This is an optimization exercise on Yosys and OpenROAD, whose aim is small area, a short achievable clock period and few clock cycles, not a production implementation.
In this exercise RTL edits were held to simulation tests only and were not proved equivalent to the original.

$ cat flow/run.sh
#!/bin/bash
# synth_recipe.tcl (not shown) runs the flow's synth.tcl, then flattens the netlist and writes it again
# the make line also repeats each setting of config.mk as NAME=value (left out here)
make -C /OpenROAD-flow-scripts/flow DESIGN_CONFIG=/design/flow/config.mk WORK_HOME=/design/flow/orfs CLKGATE_MAP_FILE= SYNTH_SCRIPT=/design/flow/synth_recipe.tcl finish
$ cat flow/config.mk
export PLATFORM = sky130hd
export DESIGN_NAME = iommu_ptw
export DESIGN_NICKNAME = iommu_ptw
export VERILOG_FILES = /design/flow/design.v
export SDC_FILE = /design/flow/constraint.sdc
export NUM_CORES = 4
export LEC_CHECK = 0
export CAP_MARGIN = 20
export CORE_MARGIN = 2
export CORE_UTILIZATION = 40
export SLEW_MARGIN = 20
$ cat flow/constraint.sdc
create_clock -name core_clock -period 10.0 [get_ports {clk}]
set_input_delay 2.0000 -clock core_clock [delete_from_list [all_inputs] [get_ports {clk}]]
set_output_delay 2.0000 -clock core_clock [all_outputs]
set_load 0.01 [all_outputs]
$ cat flow/design.v
module iommu_ptw (
    input  wire        clk,
    input  wire        rst,             
    input  wire        req_valid,
    output wire        req_ready,
    input  wire [63:0] req_iova,
    input  wire [63:0] req_gatp,
    input  wire [63:0] req_satp,
    input  wire        req_stage1,      
    input  wire [1:0]  req_access,      
    output wire        mem_req_valid,
    input  wire        mem_req_ready,
    output wire [63:0] mem_req_addr,
    output wire        mem_req_size,    
    input  wire        mem_rsp_valid,
    input  wire [63:0] mem_rsp_data,
    input  wire        mem_rsp_err,
    output reg         rsp_valid,
    output reg         rsp_fault,
    output reg  [11:0] rsp_cause,
    output reg  [63:0] rsp_phys,
    output reg  [63:0] rsp_pa,
    output reg  [63:0] rsp_mask,
    output reg  [1:0]  rsp_perm         
);
    localparam [11:0] PAGE_FAULT_READ        = 12'd13;
    localparam [11:0] PAGE_FAULT_WRITE       = 12'd15;
    localparam [11:0] GUEST_PAGE_FAULT_READ  = 12'd21;
    localparam [11:0] GUEST_PAGE_FAULT_WRITE = 12'd23;
    localparam [11:0] DMA_DISABLED           = 12'd256;
    localparam [11:0] DDT_UNSUPPORTED        = 12'd259;
    localparam [11:0] PDT_FAULT              = 12'd265;
    localparam [11:0] PDT_INVALID            = 12'd266;
    localparam [3:0] MODE_BARE = 4'd0;
    localparam [3:0] MODE_SV32 = 4'd1;
    localparam [3:0] MODE_SV39 = 4'd8;
    localparam [3:0] MODE_SV48 = 4'd9;
    localparam [3:0] MODE_SV57 = 4'd10;
    localparam [2:0] S_IDLE  = 3'd0;
    localparam [2:0] S_START = 3'd1;    
    localparam [2:0] S_ISSUE = 3'd2;    
    localparam [2:0] S_WAIT  = 3'd3;    
    localparam [2:0] S_EVAL  = 3'd4;    
    localparam [2:0] S_DONE  = 3'd5;    
    reg  [2:0]  state;
    reg  [63:0] iova;        
    reg  [63:0] gatp;
    reg  [63:0] satp;
    reg         stage1;      
    reg  [1:0]  access;
    reg  [1:0]  perm_s1;     
    reg  [2:0]  levels;
    reg  [3:0]  b;           
    reg         pte8;        
    reg  [2:0]  lvl;         
    reg  [43:0] base_ppn;    
    reg  [63:0] pte;
    reg         pte_err;
    wire [63:0] atp      = stage1 ? satp : gatp;
    wire [3:0]  atp_mode = atp[63:60];
    wire [1:0]  w        = stage1 ? 2'd0 : 2'd2;
    wire [63:0] ph0      = stage1 ? 64'd0 : iova;
    reg         mode_ok;
    reg  [2:0]  mode_levels;
    reg  [3:0]  mode_b;
    reg         mode_pte8;
    always @(*) begin
        mode_ok     = 1'b1;
        mode_levels = 3'd3;
        mode_b      = 4'd9;
        mode_pte8   = 1'b1;
        case (atp_mode)
            MODE_SV32: begin mode_levels = 3'd2; mode_b = 4'd10; mode_pte8 = 1'b0; end
            MODE_SV39: begin mode_levels = 3'd3; end
            MODE_SV48: begin mode_levels = 3'd4; end
            MODE_SV57: begin mode_levels = 3'd5; end
            default:   mode_ok = 1'b0;
        endcase
    end
    wire [6:0]  width     = mode_levels * mode_b + 7'd12 + w;
    wire        width_bad = (iova >> width) != 64'd0;
    wire        top      = (lvl == levels - 3'd1);
    wire [3:0]  ib       = top ? b + w : b;
    wire [6:0]  shamt    = 7'd12 + lvl * b;
    wire [63:0] idx      = (iova >> shamt) & ((64'd1 << ib) - 64'd1);
    wire [63:0] pte_addr = ({20'd0, base_ppn} << 12) + (pte8 ? idx << 3 : idx << 2);
    assign mem_req_valid = (state == S_ISSUE);
    assign mem_req_addr  = pte_addr;
    assign mem_req_size  = pte8;
    assign req_ready     = (state == S_IDLE);
    wire [63:0] pte_v    = pte8 ? pte : {32'd0, pte[31:0]};
    wire [43:0] pte_ppn  = pte8 ? pte_v[53:10] : {22'd0, pte_v[31:10]};
    wire        pte_V    = pte_v[0];
    wire        pte_R    = pte_v[1];
    wire        pte_W    = pte_v[2];
    wire        pte_X    = pte_v[3];
    wire        nonleaf  = !pte_R && !pte_W && !pte_X;
    wire [6:0]  sp_bits  = lvl * b;
    wire        misalign = (lvl != 3'd0) &&
                           (({20'd0, pte_ppn} & ((64'd1 << sp_bits) - 64'd1)) != 64'd0);
    wire        need_r   = access[0];
    wire        need_w   = access[1];
    wire [63:0] leaf_pa  = ({20'd0, pte_ppn} << 12) | (iova & ((64'd1 << shamt) - 64'd1));
    wire [1:0]  leaf_perm = {pte_W, pte_R};
    wire        chain    = stage1 && (gatp[63:60] != MODE_BARE);
    task finish_fault(input [11:0] cause, input [63:0] phys);
        begin
            rsp_fault <= 1'b1;
            rsp_cause <= cause;
            rsp_phys  <= phys;
            rsp_pa    <= 64'd0;
            rsp_mask  <= 64'd0;
            rsp_perm  <= 2'b00;
            state     <= S_DONE;
        end
    endtask
    task finish_ok(input [63:0] pa, input [63:0] mask, input [1:0] perm);
        begin
            rsp_fault <= 1'b0;
            rsp_cause <= 12'd0;
            rsp_phys  <= 64'd0;
            rsp_pa    <= pa;
            rsp_mask  <= mask;
            rsp_perm  <= perm;
            state     <= S_DONE;
        end
    endtask
    always @(posedge clk) begin
        if (rst) begin
            state     <= S_IDLE;
            rsp_valid <= 1'b0;
            rsp_fault <= 1'b0;
            rsp_cause <= 12'd0;
            rsp_phys  <= 64'd0;
            rsp_pa    <= 64'd0;
            rsp_mask  <= 64'd0;
            rsp_perm  <= 2'b00;
        end else begin
            rsp_valid <= 1'b0;
            case (state)
                S_IDLE: begin
                    if (req_valid) begin
                        iova    <= req_iova;
                        gatp    <= req_gatp;
                        satp    <= req_satp;
                        stage1  <= req_stage1;
                        access  <= req_access;
                        perm_s1 <= 2'b11;
                        state   <= S_START;
                    end
                end
                S_START: begin
                    levels   <= mode_levels;
                    b        <= mode_b;
                    pte8     <= mode_pte8;
                    lvl      <= mode_levels - 3'd1;
                    base_ppn <= atp[43:0];
                    if (atp_mode == MODE_BARE)
                        finish_ok(iova, ~64'd0, 2'b11);
                    else if (!mode_ok)
                        finish_fault(DDT_UNSUPPORTED, ph0);
                    else if (width_bad)
                        finish_fault(DMA_DISABLED, ph0);
                    else
                        state <= S_ISSUE;
                end
                S_ISSUE: begin
                    if (mem_req_ready)
                        state <= S_WAIT;
                end
                S_WAIT: begin
                    if (mem_rsp_valid) begin
                        pte     <= mem_rsp_data;
                        pte_err <= mem_rsp_err;
                        state   <= S_EVAL;
                    end
                end
                S_EVAL: begin
                    if (pte_err)
                        finish_fault(PDT_FAULT, ph0);
                    else if (!pte_V)
                        finish_fault(PDT_INVALID, ph0);
                    else if (nonleaf) begin
                        if (lvl == 3'd0)
                            finish_fault(PDT_INVALID, ph0);
                        else begin
                            base_ppn <= pte_ppn;
                            lvl      <= lvl - 3'd1;
                            state    <= S_ISSUE;
                        end
                    end
                    else if (!pte_R && pte_W)
                        finish_fault(PDT_INVALID, ph0);
                    else if (misalign)
                        finish_fault(PDT_INVALID, ph0);
                    else if (need_r && !pte_R)
                        finish_fault(stage1 ? GUEST_PAGE_FAULT_READ : PAGE_FAULT_READ, ph0);
                    else if (need_w && !pte_W)
                        finish_fault(stage1 ? GUEST_PAGE_FAULT_WRITE : PAGE_FAULT_WRITE, ph0);
                    else if (chain) begin
                        iova    <= leaf_pa;
                        stage1  <= 1'b0;
                        perm_s1 <= leaf_perm;
                        state   <= S_START;
                    end
                    else
                        finish_ok(leaf_pa, 64'hFFF, leaf_perm & perm_s1);
                end
                S_DONE: begin
                    rsp_valid <= 1'b1;
                    state     <= S_IDLE;
                end
                default: state <= S_IDLE;
            endcase
        end
    end
endmodule
==> results.cfg <==
[sta]
fin_skew_ps = 18.0
finalHoldViolations = 0
period_share_pct = 96.6
tns_ps = 0
whs_ps = 448
setup_viol = 0
max_freq_mhz = 104
max_slew_margin_pct = 24.3
slew_viol_final = 0
rsz0062_at_grt = yes
period_minus_slack_ps = 9660
worst_slew_pin_slew_ps = 1130

[power_and_ir_drop]
power.density_mw_per_mm2 = 157
finalPower_w = 0.00568
p_leak_nw = 13.9
ir_drop_v = 0.000126

[die]
rows = 98
pin_count = 540
core_area_mm2 = 0.0714
dieHeight_um = 272
start_util_pct = 40.3
die_w_um = 272
die_area_mm2 = 0.0740

[clock_tree]
clock-root-buffer = clkbuf_16
cts_sinks = 409
clkTransAtPathRegs_ps = 60
cts_buffers = 46
clkLatencyLatePin_ps = 620
cts_buffer_depth = 3
cts_tree = built
htree_levels = 2

[synthesis]
yosys.area.top_type = edfxtp_1
synthTopCellsByCount = nand2_1, nor2_1, edfxtp_1, mux2i_1, o21ai_0
synthFlopType = edfxtp_1
ys_warn_count = 1
synth_seq_cells = 409
avgSynthCellArea_um2 = 8.88
ys_top_cells_by_area = edfxtp_1, dfxtp_1, mux2i_1, nand2_1, o21ai_0
synth_cell_types = 109
synthesis.area_mm2 = 0.0288
seq_area_frac_synth_pct = 37.7
yosysMostFrequentCell = nand2_1
synth_edf_count = 266
synthArstFlopShare_pct = 0
netlist_instances = 3238
synth_top_area_share_pct = 27.8

[global_route]
grt_use_total_pct = 34.0
grt_pass1_wl_um = 184000
grt_max_degree = 93
grt-ovfl-total = 0
antenna_found_initial = 8
grt_pass1_vias = 26100

[min_path]
hp-class = flip-flop to flip-flop

[drt]
routedWlPerCell_um = 28.7
drc_errors = 0
dr.pass1.iters = 7
wl_um = 132000
viasPerCell = 6.15
route.vias.total = 28200
dr.first_iter.drc_count = 3796
drt.antenna.violating_nets = 0

[place]
port_buffers = 483
hpwl_um = 101000
place.gp.congestion = 1.03
post-place-cells = 4498

[layout]
area_delta_synth_final_pct = 26.0
fillers = 6800
fin_cells = 4588
multi_input_area_mm2 = 0.0163
utilization_pct = 50.8
seqCellArea_mm2 = 0.0109
final_nets = 3931
drive_gt1_share_pct = 9.79

[critical_path]
critPathArrivalTime_ps = 7660
slowest_stage = clkdlybuf4s50_1
path_class = flip-flop to output pin
crit_fanout = 7
required_ps = 8000
end_kind = output pin
startpoint_type = flip-flop
slowest_delay_ps = 500
crit_top_cell = buf_4

[run_status]
status = no timing/DRC/antenna violations

[job]
maxCapViolCount = 0
[cell families (layout without fill, tap and decap cells)]
family,Yosys count,after routing,synth area share [%]
multiplexers,307,307,12.0
other,2,10,0.0261
AND/OR/NAND/NOR,1068,1068,17.2
AO/OA/AOI/OAI,903,903,20.7
XOR/XNOR,92,92,2.92
adder cells (fa/ha/maj),66,66,2.95
buffers and inverters,391,783,6.38
flip-flops,409,409,37.7
[worst paths after layout]
kind	to	cells after the start	slack (ps)	start
worst max register to register	rsp_phys[31]$_SDFFE_PP0P_	24	2180	lvl[1]$_DFFE_PP_
worst max-delay path	mem_req_addr[59]	31	340	b[1]$_DFFE_PP_
worst min register to register	rsp_perm[0]$_SDFFE_PP0P_	2	450	rsp_perm[0]$_SDFFE_PP0P_
worst min-delay path	rsp_perm[0]$_SDFFE_PP0P_	2	450	rsp_perm[0]$_SDFFE_PP0P_
[routing by layer]
metal	vias to the layer above	wire, µm	global-route usage [%]
met1	13700	54700	47.0
met2	1569	59500	53.2
met5	-	23	0
met3	313	11700	5.24
li1	12600	-	-
met4	4	6010	13.9
[worst max-delay path: cells and delay by family, from the launching register on]
kind,cells,cell delay [ps]
AOI/OAI and AO/OA,16,3190
buffers and inverters,5,1180
and+or+nand+nor,7,1310
DFF,1,400
adders and majority gates,3,980
[stage by stage]
| step | setup slack, ps | cell area [µm²] |
|---|---|---|
| after CTS | 25.6 | 36100 |
| after floorplan | 57.4 | 28800 |
| after global placement | 510 | 34500 |
| after detailed placement | 412 | 34500 |
| final | 343 | 36200 |
| after global routing | -43.8 | 36200 |
[cell type report]
class / instances / share of cell area [%]
well taps: 950 / 3.28
clock inverters: 21 / 0.794
flip-flops and latches: 409 / 30.0
diodes: 1 / 0.00691
clock buffers: 64 / 3.65
inverters: 64 / 0.663
repair buffers: 634 / 16.7
multi-input cells: 2445 / 45.0
[power by group]
part	internal [W]	switching, W
Clock	0.00104	0.000761
Sequential	0.00189	0.000102
Combinational	0.000745	0.00114
Total	0.00368	0.00200
[layout by cell type, fill, tap and decap left out, types with 11 or more instances in the layout]
master,netlist,routed
a211o_1,11,11
a211oi_1,55,53
a21o_1,30,30
a21oi_1,184,179
a221oi_1,15,15
a22o_1,70,70
a22oi_1,21,21
a31oi_1,32,32
a32o_1,13,13
and2_1,23,21
and3_1,24,24
buf_4,78,143
clkbuf_16,0,48
clkdlybuf4s50_1,0,477
dfxtp_1,143,142
edfxtp_1,266,266
ha_1,63,61
inv_1,57,57
mux2i_1,266,263
mux4_2,30,30
nand2_1,391,386
nand2b_1,30,30
nand3_1,72,71
nor2_1,278,274
nor2b_1,33,32
nor3_1,94,92
nor4_1,24,23
o211ai_1,27,27
o21a_1,12,12
o21ai_0,251,247
o21ai_1,15,16
o22ai_1,23,23
o311ai_0,12,11
o31ai_1,13,12
or3_1,25,25
xnor2_1,65,63
xor2_1,24,24
[sequential cells by signal (all words and copies together), names as in the netlist, 3 cells and up]
| signal | flops |
|---|---|
| base_ppn | 44 |
| gatp | 48 |
| iova | 64 |
| levels | 3 |
| lvl | 3 |
| pte | 48 |
| rsp_cause | 6 |
| rsp_pa | 64 |
| rsp_phys | 64 |
| satp | 48 |
| state | 3 |
[timing repair]
item | 4_1_cts | 5_1_grt
gates resized for setup | 8 | 32
hold buffers | 0 | 0
pin swaps | 0 | 7
setup buffers | 0 | 3
setup endpoints to repair | 4 | 15
endpoints found under the hold margin | 0 | 0
Testbench counts, summed over its fixed seeds: cycles 65,811.

## static timing again, ports no longer ideal
The flow's constraints put no driver on any port. The routed layout listed below was extracted and timed again, unchanged, in two steps. Step 1 sets driving cells, clkbuf_16 on the clock port and buf_2 on the other inputs (assumed; they add their load-dependent delay and slew). Step 2 moves the port delays by t, midway between the first and last clock arrival at a register: inputs arrive t later, outputs are due t later. That takes back most of the time a late clock gives input paths. Three values: no drivers, after step 1, after step 2; two values: the first two.
shift t [ns]: 0.671
setup WS [ns]: 0.343 / 0.280 / 0.951
clock arrival spread, ns: 0.018 / 0.018
worst slew at a driven data input, ns: 0.08
cell pins on the clock port's net: 1
After both steps setup and hold are still met in this run. For this run, drivers alone change the setup slack by -0.063 ns; drivers and shift together by +0.608 ns.
